Background: an optimization exercise with open tools, aiming at small area and a short achievable clock period. Do not read the settings as production practice.
The RTL was checked by simulation tests, not by an equivalence proof against the original design.
Power is estimated from default activity; no workload was simulated.

==> run.sh <==
#!/bin/bash
# synth_recipe.tcl (not shown) runs the flow's synth.tcl, then flattens the netlist and writes it again
# the make line also repeats each setting of config.mk as NAME=value (left out here)
make -C /OpenROAD-flow-scripts/flow DESIGN_CONFIG=/design/flow/config.mk WORK_HOME=/design/flow/orfs CLKGATE_MAP_FILE= SYNTH_SCRIPT=/design/flow/synth_recipe.tcl finish
==> config.mk <==
export PLATFORM = sky130hd
export DESIGN_NAME = proto_rx
export DESIGN_NICKNAME = proto_rx
export VERILOG_FILES = /design/flow/design.v
export SDC_FILE = /design/flow/constraint.sdc
export NUM_CORES = 4
export LEC_CHECK = 0
export CAP_MARGIN = 20
export CORE_MARGIN = 2
export CORE_UTILIZATION = 40
export SLEW_MARGIN = 20
==> constraint.sdc <==
create_clock -name core_clock -period 8.0 [get_ports {clk}]
set_input_delay 1.6000 -clock core_clock [delete_from_list [all_inputs] [get_ports {clk}]]
set_output_delay 1.6000 -clock core_clock [all_outputs]
set_load 0.01 [all_outputs]
==> design.v <==
module proto_rx (
    input  wire         clk,
    input  wire         rst,             
    input  wire         rx_valid,
    input  wire [7:0]   rx_byte,
    input  wire         sync_wait,       
    output reg          frame_valid,
    output reg  [1:0]   frame_status,    
    output reg  [15:0]  frame_len,
    output reg  [15:0]  frame_rid,
    output reg  [15:0]  frame_sid,
    output reg  [15:0]  frame_cmd,
    output reg  [15:0]  frame_seq,
    output reg          ev_valid,
    output reg  [2:0]   ev_code,         
    output reg  [119:0] ev_data,
    output reg          diag_valid,
    output reg          diag_stale,
    output reg          diag_large,
    output reg  [15:0]  diag_diff,
    output reg  [15:0]  expected_next,
    output reg  [31:0]  missing_count
);
    localparam [7:0]  START_BYTE      = 8'hAA;
    localparam [15:0] AUTH_TOKEN      = 16'hABCD;
    localparam [15:0] JUMP_THRESHOLD  = 16'd3;
    localparam [15:0] WRAP_WINDOW     = 16'h8000;
    localparam [15:0] CMD_PING               = 16'h0001;
    localparam [15:0] CMD_STATUS_SYNC_ACK    = 16'h8002;
    localparam [15:0] CMD_SESSION_SYNC       = 16'h0003;
    localparam [15:0] CMD_SESSION_SYNC_ACK   = 16'h8003;
    localparam [15:0] CMD_MAIN_POWER_ACK     = 16'h8100;
    localparam [15:0] CMD_PLAY_CONTROL_ACK   = 16'h8101;
    localparam [15:0] CMD_FILE_RECEIVE       = 16'h0200;
    localparam [15:0] CMD_CONFIG             = 16'h0300;
    localparam [1:0] ST_OK = 2'd0, ST_SHORT = 2'd1, ST_STALE = 2'd2, ST_CRC = 2'd3;
    localparam [2:0] EV_POWER = 3'd1, EV_PLAY = 3'd2, EV_UNKNOWN = 3'd3,
                     EV_SNAPSHOT = 3'd4, EV_SYNC_OK = 3'd5;
    function [15:0] crc16_rom(input [7:0] idx);
        case (idx)
      8'h00: crc16_rom = 16'h0000;
      8'h01: crc16_rom = 16'h1021;
      8'h02: crc16_rom = 16'h2042;
      8'h03: crc16_rom = 16'h3063;
      8'h04: crc16_rom = 16'h4084;
      8'h05: crc16_rom = 16'h50A5;
      8'h06: crc16_rom = 16'h60C6;
      8'h07: crc16_rom = 16'h70E7;
      8'h08: crc16_rom = 16'h8108;
      8'h09: crc16_rom = 16'h9129;
      8'h0A: crc16_rom = 16'hA14A;
      8'h0B: crc16_rom = 16'hB16B;
      8'h0C: crc16_rom = 16'hC18C;
      8'h0D: crc16_rom = 16'hD1AD;
      8'h0E: crc16_rom = 16'hE1CE;
      8'h0F: crc16_rom = 16'hF1EF;
      8'h10: crc16_rom = 16'h1231;
      8'h11: crc16_rom = 16'h0210;
      8'h12: crc16_rom = 16'h3273;
      8'h13: crc16_rom = 16'h2252;
      8'h14: crc16_rom = 16'h52B5;
      8'h15: crc16_rom = 16'h4294;
      8'h16: crc16_rom = 16'h72F7;
      8'h17: crc16_rom = 16'h62D6;
      8'h18: crc16_rom = 16'h9339;
      8'h19: crc16_rom = 16'h8318;
      8'h1A: crc16_rom = 16'hB37B;
      8'h1B: crc16_rom = 16'hA35A;
      8'h1C: crc16_rom = 16'hD3BD;
      8'h1D: crc16_rom = 16'hC39C;
      8'h1E: crc16_rom = 16'hF3FF;
      8'h1F: crc16_rom = 16'hE3DE;
      8'h20: crc16_rom = 16'h2462;
      8'h21: crc16_rom = 16'h3443;
      8'h22: crc16_rom = 16'h0420;
      8'h23: crc16_rom = 16'h1401;
      8'h24: crc16_rom = 16'h64E6;
      8'h25: crc16_rom = 16'h74C7;
      8'h26: crc16_rom = 16'h44A4;
      8'h27: crc16_rom = 16'h5485;
      8'h28: crc16_rom = 16'hA56A;
      8'h29: crc16_rom = 16'hB54B;
      8'h2A: crc16_rom = 16'h8528;
      8'h2B: crc16_rom = 16'h9509;
      8'h2C: crc16_rom = 16'hE5EE;
      8'h2D: crc16_rom = 16'hF5CF;
      8'h2E: crc16_rom = 16'hC5AC;
      8'h2F: crc16_rom = 16'hD58D;
      8'h30: crc16_rom = 16'h3653;
      8'h31: crc16_rom = 16'h2672;
      8'h32: crc16_rom = 16'h1611;
      8'h33: crc16_rom = 16'h0630;
      8'h34: crc16_rom = 16'h76D7;
      8'h35: crc16_rom = 16'h66F6;
      8'h36: crc16_rom = 16'h5695;
      8'h37: crc16_rom = 16'h46B4;
      8'h38: crc16_rom = 16'hB75B;
      8'h39: crc16_rom = 16'hA77A;
      8'h3A: crc16_rom = 16'h9719;
      8'h3B: crc16_rom = 16'h8738;
      8'h3C: crc16_rom = 16'hF7DF;
      8'h3D: crc16_rom = 16'hE7FE;
      8'h3E: crc16_rom = 16'hD79D;
      8'h3F: crc16_rom = 16'hC7BC;
      8'h40: crc16_rom = 16'h48C4;
      8'h41: crc16_rom = 16'h58E5;
      8'h42: crc16_rom = 16'h6886;
      8'h43: crc16_rom = 16'h78A7;
      8'h44: crc16_rom = 16'h0840;
      8'h45: crc16_rom = 16'h1861;
      8'h46: crc16_rom = 16'h2802;
      8'h47: crc16_rom = 16'h3823;
      8'h48: crc16_rom = 16'hC9CC;
      8'h49: crc16_rom = 16'hD9ED;
      8'h4A: crc16_rom = 16'hE98E;
      8'h4B: crc16_rom = 16'hF9AF;
      8'h4C: crc16_rom = 16'h8948;
      8'h4D: crc16_rom = 16'h9969;
      8'h4E: crc16_rom = 16'hA90A;
      8'h4F: crc16_rom = 16'hB92B;
      8'h50: crc16_rom = 16'h5AF5;
      8'h51: crc16_rom = 16'h4AD4;
      8'h52: crc16_rom = 16'h7AB7;
      8'h53: crc16_rom = 16'h6A96;
      8'h54: crc16_rom = 16'h1A71;
      8'h55: crc16_rom = 16'h0A50;
      8'h56: crc16_rom = 16'h3A33;
      8'h57: crc16_rom = 16'h2A12;
      8'h58: crc16_rom = 16'hDBFD;
      8'h59: crc16_rom = 16'hCBDC;
      8'h5A: crc16_rom = 16'hFBBF;
      8'h5B: crc16_rom = 16'hEB9E;
      8'h5C: crc16_rom = 16'h9B79;
      8'h5D: crc16_rom = 16'h8B58;
      8'h5E: crc16_rom = 16'hBB3B;
      8'h5F: crc16_rom = 16'hAB1A;
      8'h60: crc16_rom = 16'h6CA6;
      8'h61: crc16_rom = 16'h7C87;
      8'h62: crc16_rom = 16'h4CE4;
      8'h63: crc16_rom = 16'h5CC5;
      8'h64: crc16_rom = 16'h2C22;
      8'h65: crc16_rom = 16'h3C03;
      8'h66: crc16_rom = 16'h0C60;
      8'h67: crc16_rom = 16'h1C41;
      8'h68: crc16_rom = 16'hEDAE;
      8'h69: crc16_rom = 16'hFD8F;
      8'h6A: crc16_rom = 16'hCDEC;
      8'h6B: crc16_rom = 16'hDDCD;
      8'h6C: crc16_rom = 16'hAD2A;
      8'h6D: crc16_rom = 16'hBD0B;
      8'h6E: crc16_rom = 16'h8D68;
      8'h6F: crc16_rom = 16'h9D49;
      8'h70: crc16_rom = 16'h7E97;
      8'h71: crc16_rom = 16'h6EB6;
      8'h72: crc16_rom = 16'h5ED5;
      8'h73: crc16_rom = 16'h4EF4;
      8'h74: crc16_rom = 16'h3E13;
      8'h75: crc16_rom = 16'h2E32;
      8'h76: crc16_rom = 16'h1E51;
      8'h77: crc16_rom = 16'h0E70;
      8'h78: crc16_rom = 16'hFF9F;
      8'h79: crc16_rom = 16'hEFBE;
      8'h7A: crc16_rom = 16'hDFDD;
      8'h7B: crc16_rom = 16'hCFFC;
      8'h7C: crc16_rom = 16'hBF1B;
      8'h7D: crc16_rom = 16'hAF3A;
      8'h7E: crc16_rom = 16'h9F59;
      8'h7F: crc16_rom = 16'h8F78;
      8'h80: crc16_rom = 16'h9188;
      8'h81: crc16_rom = 16'h81A9;
      8'h82: crc16_rom = 16'hB1CA;
      8'h83: crc16_rom = 16'hA1EB;
      8'h84: crc16_rom = 16'hD10C;
      8'h85: crc16_rom = 16'hC12D;
      8'h86: crc16_rom = 16'hF14E;
      8'h87: crc16_rom = 16'hE16F;
      8'h88: crc16_rom = 16'h1080;
      8'h89: crc16_rom = 16'h00A1;
      8'h8A: crc16_rom = 16'h30C2;
      8'h8B: crc16_rom = 16'h20E3;
      8'h8C: crc16_rom = 16'h5004;
      8'h8D: crc16_rom = 16'h4025;
      8'h8E: crc16_rom = 16'h7046;
      8'h8F: crc16_rom = 16'h6067;
      8'h90: crc16_rom = 16'h83B9;
      8'h91: crc16_rom = 16'h9398;
      8'h92: crc16_rom = 16'hA3FB;
      8'h93: crc16_rom = 16'hB3DA;
      8'h94: crc16_rom = 16'hC33D;
      8'h95: crc16_rom = 16'hD31C;
      8'h96: crc16_rom = 16'hE37F;
      8'h97: crc16_rom = 16'hF35E;
      8'h98: crc16_rom = 16'h02B1;
      8'h99: crc16_rom = 16'h1290;
      8'h9A: crc16_rom = 16'h22F3;
      8'h9B: crc16_rom = 16'h32D2;
      8'h9C: crc16_rom = 16'h4235;
      8'h9D: crc16_rom = 16'h5214;
      8'h9E: crc16_rom = 16'h6277;
      8'h9F: crc16_rom = 16'h7256;
      8'hA0: crc16_rom = 16'hB5EA;
      8'hA1: crc16_rom = 16'hA5CB;
      8'hA2: crc16_rom = 16'h95A8;
      8'hA3: crc16_rom = 16'h8589;
      8'hA4: crc16_rom = 16'hF56E;
      8'hA5: crc16_rom = 16'hE54F;
      8'hA6: crc16_rom = 16'hD52C;
      8'hA7: crc16_rom = 16'hC50D;
      8'hA8: crc16_rom = 16'h34E2;
      8'hA9: crc16_rom = 16'h24C3;
      8'hAA: crc16_rom = 16'h14A0;
      8'hAB: crc16_rom = 16'h0481;
      8'hAC: crc16_rom = 16'h7466;
      8'hAD: crc16_rom = 16'h6447;
      8'hAE: crc16_rom = 16'h5424;
      8'hAF: crc16_rom = 16'h4405;
      8'hB0: crc16_rom = 16'hA7DB;
      8'hB1: crc16_rom = 16'hB7FA;
      8'hB2: crc16_rom = 16'h8799;
      8'hB3: crc16_rom = 16'h97B8;
      8'hB4: crc16_rom = 16'hE75F;
      8'hB5: crc16_rom = 16'hF77E;
      8'hB6: crc16_rom = 16'hC71D;
      8'hB7: crc16_rom = 16'hD73C;
      8'hB8: crc16_rom = 16'h26D3;
      8'hB9: crc16_rom = 16'h36F2;
      8'hBA: crc16_rom = 16'h0691;
      8'hBB: crc16_rom = 16'h16B0;
      8'hBC: crc16_rom = 16'h6657;
      8'hBD: crc16_rom = 16'h7676;
      8'hBE: crc16_rom = 16'h4615;
      8'hBF: crc16_rom = 16'h5634;
      8'hC0: crc16_rom = 16'hD94C;
      8'hC1: crc16_rom = 16'hC96D;
      8'hC2: crc16_rom = 16'hF90E;
      8'hC3: crc16_rom = 16'hE92F;
      8'hC4: crc16_rom = 16'h99C8;
      8'hC5: crc16_rom = 16'h89E9;
      8'hC6: crc16_rom = 16'hB98A;
      8'hC7: crc16_rom = 16'hA9AB;
      8'hC8: crc16_rom = 16'h5844;
      8'hC9: crc16_rom = 16'h4865;
      8'hCA: crc16_rom = 16'h7806;
      8'hCB: crc16_rom = 16'h6827;
      8'hCC: crc16_rom = 16'h18C0;
      8'hCD: crc16_rom = 16'h08E1;
      8'hCE: crc16_rom = 16'h3882;
      8'hCF: crc16_rom = 16'h28A3;
      8'hD0: crc16_rom = 16'hCB7D;
      8'hD1: crc16_rom = 16'hDB5C;
      8'hD2: crc16_rom = 16'hEB3F;
      8'hD3: crc16_rom = 16'hFB1E;
      8'hD4: crc16_rom = 16'h8BF9;
      8'hD5: crc16_rom = 16'h9BD8;
      8'hD6: crc16_rom = 16'hABBB;
      8'hD7: crc16_rom = 16'hBB9A;
      8'hD8: crc16_rom = 16'h4A75;
      8'hD9: crc16_rom = 16'h5A54;
      8'hDA: crc16_rom = 16'h6A37;
      8'hDB: crc16_rom = 16'h7A16;
      8'hDC: crc16_rom = 16'h0AF1;
      8'hDD: crc16_rom = 16'h1AD0;
      8'hDE: crc16_rom = 16'h2AB3;
      8'hDF: crc16_rom = 16'h3A92;
      8'hE0: crc16_rom = 16'hFD2E;
      8'hE1: crc16_rom = 16'hED0F;
      8'hE2: crc16_rom = 16'hDD6C;
      8'hE3: crc16_rom = 16'hCD4D;
      8'hE4: crc16_rom = 16'hBDAA;
      8'hE5: crc16_rom = 16'hAD8B;
      8'hE6: crc16_rom = 16'h9DE8;
      8'hE7: crc16_rom = 16'h8DC9;
      8'hE8: crc16_rom = 16'h7C26;
      8'hE9: crc16_rom = 16'h6C07;
      8'hEA: crc16_rom = 16'h5C64;
      8'hEB: crc16_rom = 16'h4C45;
      8'hEC: crc16_rom = 16'h3CA2;
      8'hED: crc16_rom = 16'h2C83;
      8'hEE: crc16_rom = 16'h1CE0;
      8'hEF: crc16_rom = 16'h0CC1;
      8'hF0: crc16_rom = 16'hEF1F;
      8'hF1: crc16_rom = 16'hFF3E;
      8'hF2: crc16_rom = 16'hCF5D;
      8'hF3: crc16_rom = 16'hDF7C;
      8'hF4: crc16_rom = 16'hAF9B;
      8'hF5: crc16_rom = 16'hBFBA;
      8'hF6: crc16_rom = 16'h8FD9;
      8'hF7: crc16_rom = 16'h9FF8;
      8'hF8: crc16_rom = 16'h6E17;
      8'hF9: crc16_rom = 16'h7E36;
      8'hFA: crc16_rom = 16'h4E55;
      8'hFB: crc16_rom = 16'h5E74;
      8'hFC: crc16_rom = 16'h2E93;
      8'hFD: crc16_rom = 16'h3EB2;
      8'hFE: crc16_rom = 16'h0ED1;
      8'hFF: crc16_rom = 16'h1EF0;
        endcase
    endfunction
    reg         aligned;         
    reg  [1:0]  mark_cnt;        
    reg  [16:0] pos;             
    reg  [7:0]  len_hi;
    reg  [15:0] len;
    reg  [15:0] rid, sid, cmd, seq;
    reg  [15:0] crc;             
    reg  [7:0]  prev0, prev1, prev2;     
    reg  [7:0]  snap [0:14];     
    wire [15:0] cur_len   = (pos == 17'd5) ? {len_hi, rx_byte} : len;
    wire [16:0] last_pos  = {1'b0, cur_len} + 17'd5;
    wire        last_byte = aligned && (pos >= 17'd5) && (pos == last_pos);
    wire        crc_byte  = (pos >= 17'd6) && (pos <= {1'b0, len} + 17'd3);
    wire [16:0] pl_idx    = pos - 17'd14;
    wire [15:0] crc_next  = {crc[7:0], 8'h00} ^ crc16_rom(crc[15:8] ^ rx_byte);
    wire [15:0] n          = len - 16'd10;
    wire        is_short   = (cur_len < 16'd10);
    wire [15:0] crc_field  = {prev0, rx_byte};
    wire [15:0] tail_token = {prev2, prev1};
    wire        ss_shortcut = (cmd == CMD_SESSION_SYNC) && (n >= 16'd6) && (tail_token == AUTH_TOKEN);
    wire [15:0] diff       = seq - expected_next;
    wire        behind     = (seq < expected_next);
    wire        in_order   = (diff == 16'd0);
    wire        stale      = !ss_shortcut && !in_order && behind && (diff >= WRAP_WINDOW);
    wire        crc_ok     = (crc == crc_field);
    integer i;
    always @(posedge clk) begin
        if (rst) begin
            aligned       <= 1'b0;
            mark_cnt      <= 2'd0;
            pos           <= 17'd0;
            expected_next <= 16'd0;
            missing_count <= 32'd0;
            frame_valid   <= 1'b0;
            ev_valid      <= 1'b0;
            diag_valid    <= 1'b0;
        end else begin
            frame_valid <= 1'b0;
            ev_valid    <= 1'b0;
            diag_valid  <= 1'b0;
            if (rx_valid) begin
                prev0 <= rx_byte;
                prev1 <= prev0;
                prev2 <= prev1;
                if (!aligned) begin
                    if (rx_byte == START_BYTE) begin
                        if (mark_cnt == 2'd3) begin
                            aligned  <= 1'b1;
                            mark_cnt <= 2'd0;
                            pos      <= 17'd4;
                        end else begin
                            mark_cnt <= mark_cnt + 2'd1;
                        end
                    end else begin
                        mark_cnt <= 2'd0;
                    end
                end else begin
                    pos <= pos + 17'd1;
                    case (pos)
                        17'd4:  len_hi     <= rx_byte;
                        17'd5:  len        <= {len_hi, rx_byte};
                        17'd6:  rid[15:8]  <= rx_byte;
                        17'd7:  rid[7:0]   <= rx_byte;
                        17'd8:  sid[15:8]  <= rx_byte;
                        17'd9:  sid[7:0]   <= rx_byte;
                        17'd10: cmd[15:8]  <= rx_byte;
                        17'd11: cmd[7:0]   <= rx_byte;
                        17'd12: seq[15:8]  <= rx_byte;
                        17'd13: seq[7:0]   <= rx_byte;
                        default: ;
                    endcase
                    if (pos == 17'd6)
                        crc <= crc16_rom(rx_byte);
                    else if (crc_byte)
                        crc <= crc_next;
                    if (pos >= 17'd14 && pl_idx < 17'd15 && crc_byte)
                        snap[pl_idx[3:0]] <= rx_byte;
                    if (last_byte) begin
                        aligned <= 1'b0;
                        pos     <= 17'd0;
                        frame_valid <= 1'b1;
                        frame_len   <= cur_len;
                        frame_rid   <= rid;
                        frame_sid   <= sid;
                        frame_cmd   <= cmd;
                        frame_seq   <= seq;
                        if (is_short) begin
                            frame_status <= ST_SHORT;
                        end else begin
                            if (ss_shortcut) begin
                                expected_next <= 16'd0;
                            end else if (in_order) begin
                                expected_next <= expected_next + 16'd1;
                            end else if (stale) begin
                                diag_valid <= 1'b1;
                                diag_stale <= 1'b1;
                                diag_large <= 1'b0;
                                diag_diff  <= diff;
                            end else begin
                                missing_count <= missing_count + {16'd0, diff};
                                expected_next <= seq + 16'd1;
                                diag_valid <= 1'b1;
                                diag_stale <= 1'b0;
                                diag_large <= (diff > JUMP_THRESHOLD);
                                diag_diff  <= diff;
                            end
                            if (stale) begin
                                frame_status <= ST_STALE;
                            end else if (!crc_ok) begin
                                frame_status <= ST_CRC;
                            end else begin
                                frame_status <= ST_OK;
                                case (cmd)
                                    CMD_STATUS_SYNC_ACK: begin
                                        if (n >= 16'd15) begin
                                            ev_valid <= 1'b1;
                                            ev_code  <= EV_SNAPSHOT;
                                            for (i = 0; i < 15; i = i + 1)
                                                ev_data[119 - 8*i -: 8] <= snap[i];
                                        end
                                    end
                                    CMD_MAIN_POWER_ACK: begin
                                        if (n >= 16'd1) begin
                                            ev_valid <= 1'b1;
                                            ev_code  <= EV_POWER;
                                            ev_data  <= {119'd0, (snap[0] != 8'h00)};
                                        end
                                    end
                                    CMD_PLAY_CONTROL_ACK: begin
                                        if (n >= 16'd1) begin
                                            ev_valid <= 1'b1;
                                            ev_code  <= EV_PLAY;
                                            ev_data  <= {112'd0, snap[0]};
                                        end
                                    end
                                    CMD_SESSION_SYNC: begin
                                        if (n >= 16'd6 && {snap[4], snap[5]} == AUTH_TOKEN) begin
                                            expected_next <= 16'd0;
                                            missing_count <= 32'd0;
                                        end
                                    end
                                    CMD_SESSION_SYNC_ACK: begin
                                        if (sync_wait) begin
                                            expected_next <= 16'd0;
                                            missing_count <= 32'd0;
                                            ev_valid <= 1'b1;
                                            ev_code  <= EV_SYNC_OK;
                                            ev_data  <= 120'd0;
                                        end
                                    end
                                    CMD_PING, CMD_FILE_RECEIVE, CMD_CONFIG: ;
                                    default: begin
                                        ev_valid <= 1'b1;
                                        ev_code  <= EV_UNKNOWN;
                                        ev_data  <= {104'd0, cmd};
                                    end
                                endcase
                            end
                        end
                    end
                end
            end
        end
    end
endmodule
==> flow_metrics.tcl <==
set metrics [dict create \
    result_of_the_run "timing/DRC/antenna clean" \
    synth_ff_type "sky130_fd_sc_hd__edfxtp_1" \
    wirelength_mm 66.4 \
    crit_fanout 112 \
    worst_pin_slew_ns 1.09 \
    vias_per_cell 5.39 \
    worst_ep_required_time_ns 8.25 \
    global_route.overflow_total 0 \
    drtPass1Iterations 5 \
    first_global_vias 15700 \
    setup_fix_bufs_post_cts 0 \
    layout.cells.most_common "sky130_fd_sc_hd__edfxtp_1" \
    count_of_nets_after_finishing 2280 \
    synthCells 1905 \
    worstRegToRegCells 16 \
    post_synth.cell_area_avg_sq_um 12.7 \
    slew_headroom_pct 26.4 \
    period_minus_slack_ns 6.68 \
    timing.final.hold_violations 0 \
    postCtsHoldBufs 0 \
    clock_pin_slew_of_the_registers_on_the_worst_case_setup_and_hold_paths_ns 0.06 \
    detailroute.via_count 16300 \
    layout.core_utilization_pct 49.5 \
    rsz_0062_raised_after_global_routing "no" \
    worst-r2r-setup-slack_ns 1.32 \
    cts_tree "built" \
    clock_insertion_delay_worst_skew_ns 0.63 \
    post_drt_wl_per_cell_um 22.0 \
    io_buffers 285 \
    cts_inserted_buffers 56 \
    synth_seq_area_share_pct 64.1 \
    worst_hold_path.num_cells 0 \
    synth-warning-count 1 \
    place.detailed.instances 2921 \
    setup_violations 0 \
    detailedRoute.firstIterationViolations 1288 \
    syn_nets 1988 \
    worst_vdd_rail_ir_drop_v 0.000167 \
    cts.path.max_buffers 3 \
    areaGrowthSynthToFinish_pct 22.7 \
    p_leak_nw 10.1 \
    async_flop_share_pct 0 \
    multi_input_area_sq_um 8250 \
    mostFrequentLayoutCells "sky130_fd_sc_hd__edfxtp_1 (471), sky130_fd_sc_hd__clkdlybuf4s50_1 (278), sky130_fd_sc_hd__and2_1 (141), sky130_fd_sc_hd__nand2_1 (137), sky130_fd_sc_hd__nor2_1 (111)" \
    finalWeightedCongestion 0.906 \
    post_cts_resize_count 0 \
    maxCapViolCount 0 \
    design.die.area_sq_um 62700 \
    achievable-frequency_ghz 0.150 \
    timing.hold.worst.start "sid[3]" \
    number_of_antenna_violations_at_the_first_check_in_global_routing 1 \
    number_of_i_o_pins 286 \
    holdWs_ns 0.413 \
    grt_max_degree 120 \
    timing.setup.tns_ns 0 \
    hold_path_end "frame_sid[3]" \
    clock-skew-final_ns 0.0252 \
    worst-setup-path-type "register to register" \
    clock-sinks 542 \
    overall_global_routing_usage_pct 20.9 \
    layout.filler_cells 5185 \
    route.antenna.remaining_nets 0 \
    cp.arrival_ns 6.93 \
    top_layer "met5" \
    clock_tree.root_cell "sky130_fd_sc_hd__clkbuf_16" \
    met2WireLength_mm 31.0 \
    remaining_drc_errors 0 \
    synth.cell_area_sq_um 24300 \
    total_core_area_sq_um 60200 \
    startpoint_type "register" \
    ys_seq_elements 542 \
    number_of_levels_the_h_tree_was_split_into 2 \
    finalNonFillerCells 3023 \
    worst_hold_path_type "register to register" \
    grt_first_pass_wirelength_mm 99.9 \
    detail_route_met3_wl_mm 4.10 \
    die_h_um 250 \
    report.final.slew_viol_count 0 \
    layout_worst_path_cycle_share_pct 83.5 \
    cellPowerDensity_nw_per_um2 190 \
    start_util_pct 40.3 \
    number_of_placement_rows 90 \
    die_x_um 250 \
    post_route_cells_drive_above_1_share_pct 6.43 \
    critical_path.reg2reg.startpoint "pos[1]" \
    detailed_place_hpwl_mm 46.6 \
    antennaDiodeCount 0 \
    layout.area.seq_sq_um 15600 \
    synth_edf_count 471 \
    worstSetupEndpointType "register" \
    detail_route.wirelength.met1_mm 30.0 \
    worstReg2RegEnd "ev_data[61]" \
    synth_cell_type_count 81 \
]
==> sequential cells by signal (all words and copies together) (netlist names), 3 cells and up <==
| name | cells |
|---|---|
| diag_diff | 16 |
| frame_seq | 16 |
| frame_rid | 16 |
| missing_count | 32 |
| ev_data | 120 |
| expected_next | 16 |
| frame_sid | 16 |
| ev_code | 3 |
| prev1 | 8 |
| frame_cmd | 16 |
| seq | 16 |
| snap | 120 |
| frame_len | 16 |
| prev0 | 8 |
| sid | 16 |
| len | 16 |
| len_hi | 8 |
| pos | 17 |
| cmd | 16 |
| prev2 | 8 |
| crc | 16 |
| rid | 16 |
==> power breakdown <==
group	leakage (nW)	internal [mW]	switching, mW
sequential	4.49	3.05	0.00276
clock	0.864	1.42	1.11
combinational	4.70	0.0201	0.0585
total	10.1	4.49	1.17
==> synth_stat cells (all sizes together) (14+ instances only) <==
cell / count / area [sq um]
edfxtp: 471 / 14100
and2: 141 / 882
nand2: 138 / 521
nor2: 114 / 428
xnor2: 80 / 701
dfxtp: 71 / 1420
ha: 69 / 863
a21oi: 64 / 324
o21ai: 64 / 320
clkbuf: 63 / 236
inv: 62 / 233
nand3: 57 / 285
xor2: 53 / 464
nor3: 37 / 185
and3: 33 / 206
nand4: 32 / 206
nor4: 29 / 218
mux2i: 23 / 230
a21o: 22 / 165
nand2b: 19 / 119
o211ai: 19 / 143
o21a: 17 / 128
or4: 14 / 109
==> layer usage <==
metal / vias to the layer above / track usage [%]
met5: - / 0
met4: 2 / 5.00
met3: 79 / 3.69
met2: 528 / 33.5
met1: 7987 / 29.7
li1: 7698 / -
==> metrics by stage <==
step	instance area, sq um	total power [mW]	worst slack (ns)
floorplan	24300	3.15	0.0411
global placement	28000	3.20	1.67
detailed placement	28000	3.20	1.45
CTS	29800	5.71	1.42
global route	29800	5.82	0.807
finish	29800	5.66	1.32
==> layout make-up <==
cell class              instances  area share [%]
inverters                      64           0.810
repair buffers                306            10.1
multi-input cells            1227            27.7
clock buffers                  76            5.15
well taps                     782            3.28
clock inverters                26           0.802
flip-flops and latches        542            52.2
==> worst max-delay path: stages, from the launching register on <==
cell                        delay (ns)
sky130_fd_sc_hd__dfxtp_1          0.40
sky130_fd_sc_hd__inv_1            0.17
sky130_fd_sc_hd__ha_1             0.39
sky130_fd_sc_hd__nor3b_1          0.29
sky130_fd_sc_hd__nand4_1          0.53
sky130_fd_sc_hd__nor2_2           0.87
sky130_fd_sc_hd__o21ai_0          0.30
sky130_fd_sc_hd__ha_1             0.33
sky130_fd_sc_hd__xnor2_1          0.15
sky130_fd_sc_hd__or3_1            0.34
sky130_fd_sc_hd__a222oi_1         0.37
sky130_fd_sc_hd__nand4_1          0.21
sky130_fd_sc_hd__nor4_1           0.22
sky130_fd_sc_hd__and3_1           0.42
sky130_fd_sc_hd__nand2_1          0.36
sky130_fd_sc_hd__a2111oi_4        0.36
sky130_fd_sc_hd__buf_12           0.49
==> worst max path at each step <==
| stage | slack (ns) | startpoint | cells after the start | to |
|---|---|---|---|---|
| 2_1_floorplan | 0.04 | rx_byte[7] | 11 | ev_data[100] |
| 3_3_place_gp | 1.67 | pos[1] | 16 | ev_data[54] |
| 3_5_place_dp | 1.45 | pos[1] | 16 | ev_data[71] |
| 4_1_cts | 1.42 | pos[1] | 16 | ev_data[61] |
| 5_1_grt | 0.81 | pos[1] | 16 | ev_data[61] |
| 6_report | 1.32 | pos[1] | 16 | ev_data[61] |
==> logic make-up after synthesis <==
kind of cell | share of synthesized area, %
simple gates | 15.4
flops | 64.1
compound gates | 8.65
buf+inv | 2.16
xor+xnor | 4.89
fa+ha+maj | 3.72
mux | 1.09

separate check: timing with driven ports:
Ports are ideal in the flow. The routed layout listed here was re-timed in OpenROAD. Step 1 (the two cells are an assumption about what drives the block):
set clk [get_ports {clk}]
set_driving_cell -lib_cell sky130_fd_sc_hd__clkbuf_16 $clk
set_driving_cell -lib_cell sky130_fd_sc_hd__buf_2 [delete_from_list [all_inputs] $clk]
Step 2 adds t to the input delays and takes it off the output delays; t is the mean of the earliest and latest rising clock arrival at the registers after step 1. Input paths then give back, and output paths get back, about the clock's delay inside the block. a / b / c = no drivers / after step 1 / after step 2; a / b = the first two.
t, ns: 0.678
setup WS [ns]: 1.319 / 1.319 / 1.319
worst setup path at the end: register to register
worst register clock-pin slew, ns: 0.06 / 0.06
After both steps setup and hold are still met in this run. The setup slack of this run moves by 0.000 ns with the drivers and by 0.000 ns with both steps.
